Context: an optimization exercise on an open-source flow, tuned for small area, a short achievable clock period and few clock cycles per item. The choices shown serve that exercise and are no tape-out recipe.
Only simulation tests tie the RTL to the original design; equivalence was not proved.
Power and IR drop assume default switching activity.

==> garnet: inputs <==
// cdh26_hill
module cdh26_hill (
    input             clk,
    input             rst,
    input             cmd_valid,
    output reg        cmd_ready,
    input      [1:0]  cmd_op,
    input      [15:0] cmd_len,
    input      [31:0] k00,
    input      [31:0] k01,
    input      [31:0] k10,
    input      [31:0] k11,
    input             in_valid,
    output reg        in_ready,
    input      [7:0]  in_data,
    output reg        out_valid,
    output     [7:0]  out_data,
    output reg        done,
    output reg [1:0]  err,
    output     [15:0] olen,
    output reg [63:0] det,
    output reg [4:0]  detm,
    output reg [4:0]  dinv,
    output     [4:0]  ki00,
    output     [4:0]  ki01,
    output     [4:0]  ki10,
    output     [4:0]  ki11,
    output reg        kiv
);
    localparam OP_MDET = 2'd0, OP_MINV = 2'd1, OP_HENC = 2'd2, OP_HDEC = 2'd3;
    localparam [5:0] FILL_L = 6'd10;     
    function [5:0] lgb;
        input [4:0] a;
        begin
            lgb[0] = (a == 5'd2) | (a == 5'd5) | (a == 5'd6) | (a == 5'd7) | (a == 5'd8) | (a == 5'd11) | (a == 5'd15) | (a == 5'd18) | (a == 5'd19) | (a == 5'd20) | (a == 5'd21) | (a == 5'd24);
            lgb[1] = (a == 5'd4) | (a == 5'd7) | (a == 5'd8) | (a == 5'd10) | (a == 5'd11) | (a == 5'd12) | (a == 5'd17) | (a == 5'd20) | (a == 5'd21) | (a == 5'd23) | (a == 5'd24) | (a == 5'd25);
            lgb[2] = (a == 5'd3) | (a == 5'd6) | (a == 5'd11) | (a == 5'd12) | (a == 5'd16) | (a == 5'd19) | (a == 5'd24) | (a == 5'd25);
            lgb[3] = (a == 5'd5) | (a == 5'd7) | (a == 5'd9) | (a == 5'd10) | (a == 5'd18) | (a == 5'd20) | (a == 5'd22) | (a == 5'd23);
            lgb[4] = (a == 5'd0) | (a == 5'd13);
            lgb[5] = (a == 5'd1) | (a == 5'd3) | (a == 5'd5) | (a == 5'd7) | (a == 5'd9) | (a == 5'd11) | (a == 5'd13) | (a == 5'd15) | (a == 5'd17) | (a == 5'd19) | (a == 5'd21) | (a == 5'd23) | (a == 5'd25);
        end
  ...
==> flow/config.mk <==
export PLATFORM = sky130hd
export DESIGN_NAME = cdh26_hill
export DESIGN_NICKNAME = cdh26_hill
export VERILOG_FILES = /design/flow/design.v
export SDC_FILE = /design/flow/constraint.sdc
export NUM_CORES = 4
export LEC_CHECK = 0
export CAP_MARGIN = 20
export CORE_MARGIN = 2
export CORE_UTILIZATION = 40
export SLEW_MARGIN = 20
==> flow/constraint.sdc <==
create_clock -name core_clock -period 20.0 [get_ports {clk}]
set_input_delay 4.0000 -clock core_clock [delete_from_list [all_inputs] [get_ports {clk}]]
set_output_delay 4.0000 -clock core_clock [all_outputs]
set_load 0.01 [all_outputs]
standard.sh (not shown) runs the stock make flow with config.mk's settings and CLKGATE_MAP_FILE= SYNTH_SCRIPT=/design/flow/synth_recipe.tcl, a recipe that flattens the netlist after the stock synthesis.
==> flow/flow/run.sh <==
#!/bin/bash
# The standard synthesis and layout, with two changes to how the layout is
# made (the clock and constraints are the standard flow's own constraint.sdc/config.mk):
#  * ORFS's repair_timing is asked for a larger setup slack than the clock
#    needs, so that it sizes and buffers the paths that set the period the
#    design achieves;
#  * the port buffers that buffer_ports inserts are buf_1 cells (upsized by
#    repair where timing needs it) instead of the default delay-buffer cell.
set -euo pipefail
bash standard.sh synth > synth.log 2>&1
bash standard.sh SETUP_SLACK_MARGIN=14.6 "BUFFER_PORTS_ARGS=-buffer_cell sky130_fd_sc_hd__buf_1" finish > layout.log 2>&1
==> cedar (differences from garnet) <==
--- a/flow/design.v
+++ b/flow/design.v
@@ -374,10 +374,11 @@
                         f_r <= 1'b1;
                     end
                 end
                 S_PRE: begin
                     if (cmd_ready) begin
+                        f_r      <= henc;
                         rem_lo   <= cmd_len[7:0];
                         rem_hi   <= cmd_len[15:8];
                         np_lo    <= 8'd0;
                         np_hi    <= 7'd0;
                         have_v0  <= 1'b0;
@@ -392,11 +393,11 @@
                         end
                     end else if (!cmd_valid) begin
                         st <= S_IDLE;
                         p  <= 5'd0;
                     end else begin
-                        if (p == (henc ? 5'd7 : 5'd15)) cmd_ready <= 1'b1;
+                        if (p == (henc ? 5'd6 : 5'd15)) cmd_ready <= 1'b1;
                         f_s <= (p <= 5'd15);
                         f_r <= (p <= 5'd7);
                     end
                 end
                 S_POST: begin
==> flow/config.mk (replaced) <==
export PLATFORM = sky130hd
export DESIGN_NAME = cdh26_hill
export DESIGN_NICKNAME = cdh26_hill
export VERILOG_FILES = /design/flow/design.v
export SDC_FILE = /design/flow/constraint.sdc
export NUM_CORES = 4
export LEC_CHECK = 0
export ABC_CLOCK_PERIOD_IN_PS = 5000
export CAP_MARGIN = 20
export CORE_MARGIN = 2
export CORE_UTILIZATION = 40
export SLEW_MARGIN = 20
==> quartz (differences from garnet) <==
--- a/flow/design.v
+++ b/flow/design.v
@@ -374,10 +374,11 @@
                         f_r <= 1'b1;
                     end
                 end
                 S_PRE: begin
                     if (cmd_ready) begin
+                        f_r      <= henc;
                         rem_lo   <= cmd_len[7:0];
                         rem_hi   <= cmd_len[15:8];
                         np_lo    <= 8'd0;
                         np_hi    <= 7'd0;
                         have_v0  <= 1'b0;
@@ -392,11 +393,11 @@
                         end
                     end else if (!cmd_valid) begin
                         st <= S_IDLE;
                         p  <= 5'd0;
                     end else begin
-                        if (p == (henc ? 5'd7 : 5'd15)) cmd_ready <= 1'b1;
+                        if (p == (henc ? 5'd6 : 5'd15)) cmd_ready <= 1'b1;
                         f_s <= (p <= 5'd15);
                         f_r <= (p <= 5'd7);
                     end
                 end
                 S_POST: begin
--- a/flow/flow/run.sh
+++ b/flow/flow/run.sh
@@ -6,6 +6,6 @@
 #    design achieves;
 #  * the port buffers that buffer_ports inserts are buf_1 cells (upsized by
 #    repair where timing needs it) instead of the default delay-buffer cell.
 set -euo pipefail
 bash standard.sh synth > synth.log 2>&1
-bash standard.sh SETUP_SLACK_MARGIN=14.6 "BUFFER_PORTS_ARGS=-buffer_cell sky130_fd_sc_hd__buf_1" finish > layout.log 2>&1
+bash standard.sh SETUP_SLACK_MARGIN=14.7 "BUFFER_PORTS_ARGS=-buffer_cell sky130_fd_sc_hd__buf_1" finish > layout.log 2>&1
==> impl_metrics.toml <==
[status]
status = "finished clean"

[synth]
yosys.area_share.simple_pct = 15.7
synth_xor_area_share_pct = 6.23
ys_seq_area_share_pct = 31.9

[power_and_ir_drop]
p_seq_uw = 681
p_int_uw = 1550

[cells_and_area]
drive_above_1_share_pct = 9.89

[hold_path]
min-delay-start = "det[18]"

[grt]
grt_antenna_before_repair = 1
# the run above: cedar

==> impl_metrics.toml <==
[synth]
yosys.area_share.simple_pct = 15.1
ys_seq_area_share_pct = 32.4
synth_xor_area_share_pct = 6.24

[cells_and_area]
drive_above_1_share_pct = 9.08

[status]
status = "finished clean"

[power_and_ir_drop]
p_int_uw = 1730
# the run above: garnet

==> impl_metrics.toml <==
[status]
status = "finished clean"

[power_and_ir_drop]
p_seq_uw = 682

[synth]
synth_xor_area_share_pct = 6.23
yosys.area_share.simple_pct = 15.7

[grt]
grt_antenna_before_repair = 0
# the run above: quartz

Testbench counts of garnet, summed over its fixed seeds: cycles 19,536, commands 480.
Testbench counts of cedar, summed over its fixed seeds: cycles 19,372, commands 480.
Testbench counts of quartz, summed over its fixed seeds: cycles 19,372, commands 480.

* * *

==> try-ember: inputs <==
cdh26_hill, a different RTL version from the one above (not shown whole).
clock: 20.0 ns
lec_check: 0
cap_margin: 20
core_margin: 2
core_utilization: 40
cts_buf_list: sky130_fd_sc_hd__clkbuf_8
cts_cluster_size: 30
slew_margin: 20
==> flow/flow/run.sh <==
#!/bin/bash
# The standard synthesis and layout, with two changes to how the layout is
# made (the clock and constraints are the standard flow's own constraint.sdc/config.mk):
#  * ORFS's repair_timing is asked for a larger setup slack than the clock
#    needs, so that it sizes and buffers the paths that set the period the
#    design achieves;
#  * the port buffers that buffer_ports inserts are buf_1 cells (upsized by
#    repair where timing needs it) instead of the default delay-buffer cell.
set -euo pipefail
bash standard.sh synth > synth.log 2>&1
bash standard.sh SETUP_SLACK_MARGIN=14.5 "BUFFER_PORTS_ARGS=-buffer_cell sky130_fd_sc_hd__buf_1" finish > layout.log 2>&1
==> try-yarrow (differences from try-ember) <==
--- a/flow/flow/run.sh
+++ b/flow/flow/run.sh
@@ -9,3 +9,3 @@
 set -euo pipefail
 bash standard.sh synth > synth.log 2>&1
-bash standard.sh SETUP_SLACK_MARGIN=14.5 "BUFFER_PORTS_ARGS=-buffer_cell sky130_fd_sc_hd__buf_1" finish > layout.log 2>&1
+bash standard.sh SETUP_SLACK_MARGIN=14.8 "BUFFER_PORTS_ARGS=-buffer_cell sky130_fd_sc_hd__buf_1" finish > layout.log 2>&1
- CTS_BUF_LIST: sky130_fd_sc_hd__clkbuf_8 -> default
- CTS_CLUSTER_SIZE: 30 -> default
==> run_results.csv <==
group,metric,value,unit
global_route,grt_max_degree,105,
power_and_ir_drop,leakage,8.481,nW
global_route,grt_pass1_vias,17570,
outcome,status,"complete, no violations",
setup_path,startpoint,"dinv[2]$_DFFE_PP_",
setup_path,worst_path_largest_cell_delay,0.54,ns
finish,layout_common_cells,"277 x nor2_1, 213 x buf_1, 190 x a21oi_1, 157 x nand2_1, 115 x edfxtp_1",
setup_path,timing.rr.start,"p[0]$_SDFF_PP0_",
cts,cts-resized-gates,116,
power_and_ir_drop,p_seq,0.639,mW
setup_path,endpoint_kind,"output port",
power_and_ir_drop,total_power,2.303,mW
power_and_ir_drop,power_density,99.34,nW/um2
cts,cts_root_buffer,"clkbuf_16",
finish,area_growth,17.46,%
[end of results for try-yarrow]
==> run_results.csv <==
group,metric,value,unit
setup_path,endpoint_kind,"register",
finish,area_growth,12.10,%
finish,layout_common_cells,"279 x nor2_1, 275 x buf_1, 195 x a21oi_1, 157 x nand2_1, 123 x dfxtp_1",
setup_path,timing.rr.start,"i_detm$_DFF_P_",
cts,cts_root_buffer,"clkbuf_8",
global_route,grt_pass1_vias,17210,
power_and_ir_drop,total_power,2.119,mW
setup_path,startpoint,"k00[14]",
power_and_ir_drop,power_density,95.75,nW/um2
global_route,grt_max_degree,87,
cts,cts-resized-gates,1,
power_and_ir_drop,p_seq,0.646,mW
outcome,status,"complete, no violations",
[end of results for try-ember]
Testbench counts of try-ember, summed over its fixed seeds: cycles 21,454, commands 480.
Testbench counts of try-yarrow, summed over its fixed seeds: cycles 21,454, commands 480.

## what the ideal ports hide
No port has a modelled driver above. Below, the same layouts with a new extraction and two added sets of constraints.
Step 1 (the two cells are an assumption about what drives the block):
set clk [get_ports {clk}]
set_driving_cell -lib_cell sky130_fd_sc_hd__clkbuf_16 $clk
set_driving_cell -lib_cell sky130_fd_sc_hd__buf_2 [delete_from_list [all_inputs] $clk]
Step 2 moves the port delays by t, midway between the first and last clock arrival at a register: inputs arrive t later, outputs are due t later. That takes back most of the time a late clock gives input paths.
Slacks: no drivers / after step 1 / after step 2; pairs: no drivers / after step 1.
run	t, ns	slack for setup (ns)	worst setup path after step 2	worst register clock-pin slew, ns	cell pins on the clock port's net
garnet	0.633	14.617 / 14.567 / 14.020	input to register	0.06 / 0.06	1
cedar	0.643	14.498 / 14.537 / 13.894	input to register	0.06 / 0.06	1
quartz	0.608	14.625 / 14.640 / 14.032	input to register	0.06 / 0.06	1
try-ember	0.667	14.512 / 14.521 / 13.873	input to register	0.07 / 0.07	1
try-yarrow	0.644	14.672 / 14.610 / 14.064	input to register	0.06 / 0.06	1
After both steps setup and hold are still met in every run listed. The setup slack of try-ember, which loses most, moves by +0.009 ns with the drivers and by -0.639 ns with both steps.
